Context: an optimization exercise on an open-source flow, tuned for small area, a short achievable clock period and few clock cycles per item. The choices shown serve that exercise and are no tape-out recipe.
At most, simulation tests tie the RTL to the original design; equivalence was not proved.
Power is estimated from default activity; no workload was simulated.

Setup of red:
Design sa_transform, start of the top module:
module sa_transform (
    input  wire        clk,
    input  wire        rst,           
    input  wire        in_valid,
    output wire        in_ready,
    input  wire [7:0]  in_sample,     
    output wire        out_valid,
    input  wire        out_ready,
    output wire [2:0]  out_bar,
    output wire [33:0] out_mag
);
Size in the first run: roughly 1,100 flip-flops, ~0.079 mm2 of cells after synthesis.
==> flow/config.mk <==
export PLATFORM = sky130hd
export DESIGN_NAME = sa_transform
export DESIGN_NICKNAME = sa_transform
export VERILOG_FILES = /design/flow/design.v
export SDC_FILE = /design/flow/constraint.sdc
export NUM_CORES = 4
export LEC_CHECK = 0
export CAP_MARGIN = 20
export CORE_MARGIN = 2
export CORE_UTILIZATION = 55
export PLACE_DENSITY = 0.7
export SLEW_MARGIN = 20
export SYNTH_MEMORY_MAX_BITS = 16384
==> flow/constraint.sdc <==
create_clock -name core_clock -period 10.0 [get_ports {clk}]
set_input_delay 2.0000 -clock core_clock [delete_from_list [all_inputs] [get_ports {clk}]]
set_output_delay 2.0000 -clock core_clock [all_outputs]
set_load 0.01 [all_outputs]
standard.sh (not shown) runs the stock make flow with config.mk's settings and CLKGATE_MAP_FILE= SYNTH_SCRIPT=/design/flow/synth_recipe.tcl, a recipe that flattens the netlist after the stock synthesis.
==> flow/flow/run.sh <==
#!/bin/bash
set -euo pipefail
bash standard.sh SETUP_SLACK_MARGIN=6.5 finish > standard.log 2>&1
Relative to red, the following input files were edited for blue:
--- a/flow/design.v
+++ b/flow/design.v
@@ -66,31 +66,31 @@
     reg         xp1;                  
     reg         xpl;                  
     reg [5:0]   fpos;                 
     reg         xbk;                  
     reg [7:0]   xu;                   
     reg [9:0]   x3;                   
     reg [9:0]   xn;                   
     reg [7:0]   zu;                   
     reg [9:0]   z3;                   
     reg [9:0]   zn;                   
     reg         xlast;                
     reg [127:0] creg;                 
-    reg         v1, v2, v3, ov, sv;   
-    reg [2:0]   b1, b2, b3, obar, sbar;  
+    reg         v1, v2, ov, sv;       
+    reg [2:0]   b1, b2, obar, sbar;   
     assign in_ready = !blk;
     wire take = in_valid && !blk && !rst;
     wire       ofree = !ov || out_ready;
     wire       adv   = !sv;                      
-    wire       push  = v3 && adv;                
+    wire       push  = v2 && adv;                
     wire       sv_n  = !ofree && (sv || push);
     wire       cap   = d && adv;                 
     wire       d_n   = xlast || (d && !(cap && dj == B - 1));
     wire [2:0] dj_n  = xlast ? 3'd0 : cap ? dj + 3'd1 : dj;
     wire       cap_n = d_n && !sv_n;             
     wire       mv    = xv && !rst && !(xp1 && d && !(cap && dj == B - 1));
     wire       xv_n  = take || (xv && !mv);
     wire       xp1_n = take ? cnt == 6'd1 : xp1;
     wire [7:0] u_x = xin ^ 8'h80;
     wire [7:0] z_x = xbk ? ~u_x : u_x;
     wire [127:0] coefs;
     sa_coef_rom u_rom (.pos(fpos), .coefs(coefs));
@@ -157,78 +157,70 @@
         ca_m = {AW{1'b0}};
         sb_m = {AW{1'b0}};
         cb_m = {AW{1'b0}};
         for (i = 0; i < B; i = i + 1) begin
             sa_m = sa_m | ({AW{dsel[i]}} & s_a[i]);
             ca_m = ca_m | ({AW{dsel[i]}} & c_a[i]);
             sb_m = sb_m | ({AW{dsel[i]}} & s_b[i]);
             cb_m = cb_m | ({AW{dsel[i]}} & c_b[i]);
         end
     end
     wire [AW-1:0] va = sa_m + ca_m;              
     wire [AW-1:0] vb = sb_m + cb_m;              
-    reg [AW-1:0] ra, rb;                         
-    wire [14:0]  wa2 = ra[18:4] ^ {15{ra[19]}};
-    wire         ea2 = ra[19] && ra[3:0] == 4'd0;
-    wire [14:0]  wb2 = rb[18:4] ^ {15{rb[19]}};
-    wire         eb2 = rb[19] && rb[3:0] == 4'd0;
+    reg [14:0]   wa, wb;
+    reg          ea, eb;
     reg [123:0] q;                              
-    reg [30:0]   m3;                             
     reg [30:0]   omag;
     reg [30:0]   smag;                           
     wire [123:0] q_n;
     wire [30:0]   mag2;
-    sa_sq1 u_sq1 (.wa(wa2), .ea(ea2), .wb(wb2), .eb(eb2), .y(q_n));
+    sa_sq1 u_sq1 (.wa(wa), .ea(ea), .wb(wb), .eb(eb), .y(q_n));
     sa_sq2 u_sq2 (.y(q), .z(mag2));
     always @(posedge clk) begin
         if (rst) begin
             v1 <= 1'b0;
             v2 <= 1'b0;
-            v3 <= 1'b0;
             ov <= 1'b0;
             sv <= 1'b0;
         end else begin
             sv <= sv_n;
             if (ofree)
                 ov <= sv || push;
             if (adv) begin
                 v1 <= d;
                 v2 <= v1;
-                v3 <= v2;
             end
         end
         if (ofree) begin
             if (sv) begin
                 obar <= sbar;
                 omag <= smag;
             end else if (push) begin
-                obar <= b3;
-                omag <= m3;
+                obar <= b2;
+                omag <= mag2;
             end
         end else if (push) begin
-            sbar <= b3;
-            smag <= m3;
-        end
-        if (adv && v2) begin
-            b3 <= b2;
-            m3 <= mag2;
+            sbar <= b2;
+            smag <= mag2;
         end
         if (adv && v1) begin
             b2 <= b1;
             q  <= q_n;
         end
         if (cap) begin
             b1 <= dj;
-            ra <= va;
-            rb <= vb;
+            wa <= va[18:4] ^ {15{va[19]}};
+            ea <= va[19] && va[3:0] == 4'd0;
+            wb <= vb[18:4] ^ {15{vb[19]}};
+            eb <= vb[19] && vb[3:0] == 4'd0;
         end
     end
     assign out_valid = ov;
     assign out_bar   = obar;
     assign out_mag   = {3'b000, omag};
 endmodule
 module sa_lane #(parameter AW = 20) (
     input  wire          clk,
     input  wire          clr,
     input  wire [AW-1:0] kinit,
     input  wire [9:0]    m1,        
     input  wire [9:0]    m3,        
Results
Any difference in placer congestion estimate between red and blue is small enough to ignore. [compare] base=red new=blue: maximum frequency fell about 9%, sequential power lost about 4%, switching part of the total shrank by 0.19 points, wire length shows an increase of 3.1 mm, number of signal-net buffers in the layout moved up. When blue is set beside red, its critical path depth turns out to be 1 larger. Lower required time at the worst-slack endpoint goes to blue over red. blue | stages: all done | timing, DRC, antenna: all pass. met3 layer usage reported by global route in blue is 1.3 points above red. | total routing usage reported by global routing | lower: red |. Compared with red, blue shows a higher distinct cell type count of the synthesized netlist. Comparing red and blue, synthesis-to-finish area growth is lower on red. blue vs red — synthesized instance count dropped slightly. Multi-input combinational area share for blue: 1.2 points up relative to red.
Testbench counts of blue, summed over its fixed seeds: cycles 6,864, windows 96.
Function not checked in red: the RTL went through the layout flow alone.

[re-timing with driven ports]
In the flow no input, the clock included, has a driving cell. The finished layouts below were timed again as built, in two steps. Step 1, drivers: a clkbuf_16 drives clk and a buf_2 each remaining input, both assumed. Step 2, shift: input delay + t, output delay - t, t = (earliest + latest rising clock arrival at the registers) / 2. This alone moves slack from input paths to output paths. Three values: no drivers, after step 1, after step 2; two values: the first two.
run | t (ns) | slack for setup (ns) | worst register clock-pin slew, ns | worst data-port slew with drivers (ns) | cell pins on the clock port's net
red | 0.859 | 6.403 / 6.403 / 6.048 | 0.07 / 0.07 | 0.06 | 1
blue | 0.820 | 6.053 / 6.053 / 6.053 | 0.08 / 0.08 | 0.06 | 1
After both steps every run listed still meets setup and hold. For red, which loses most, drivers alone change the setup slack by 0.000 ns; drivers and shift together by -0.355 ns.
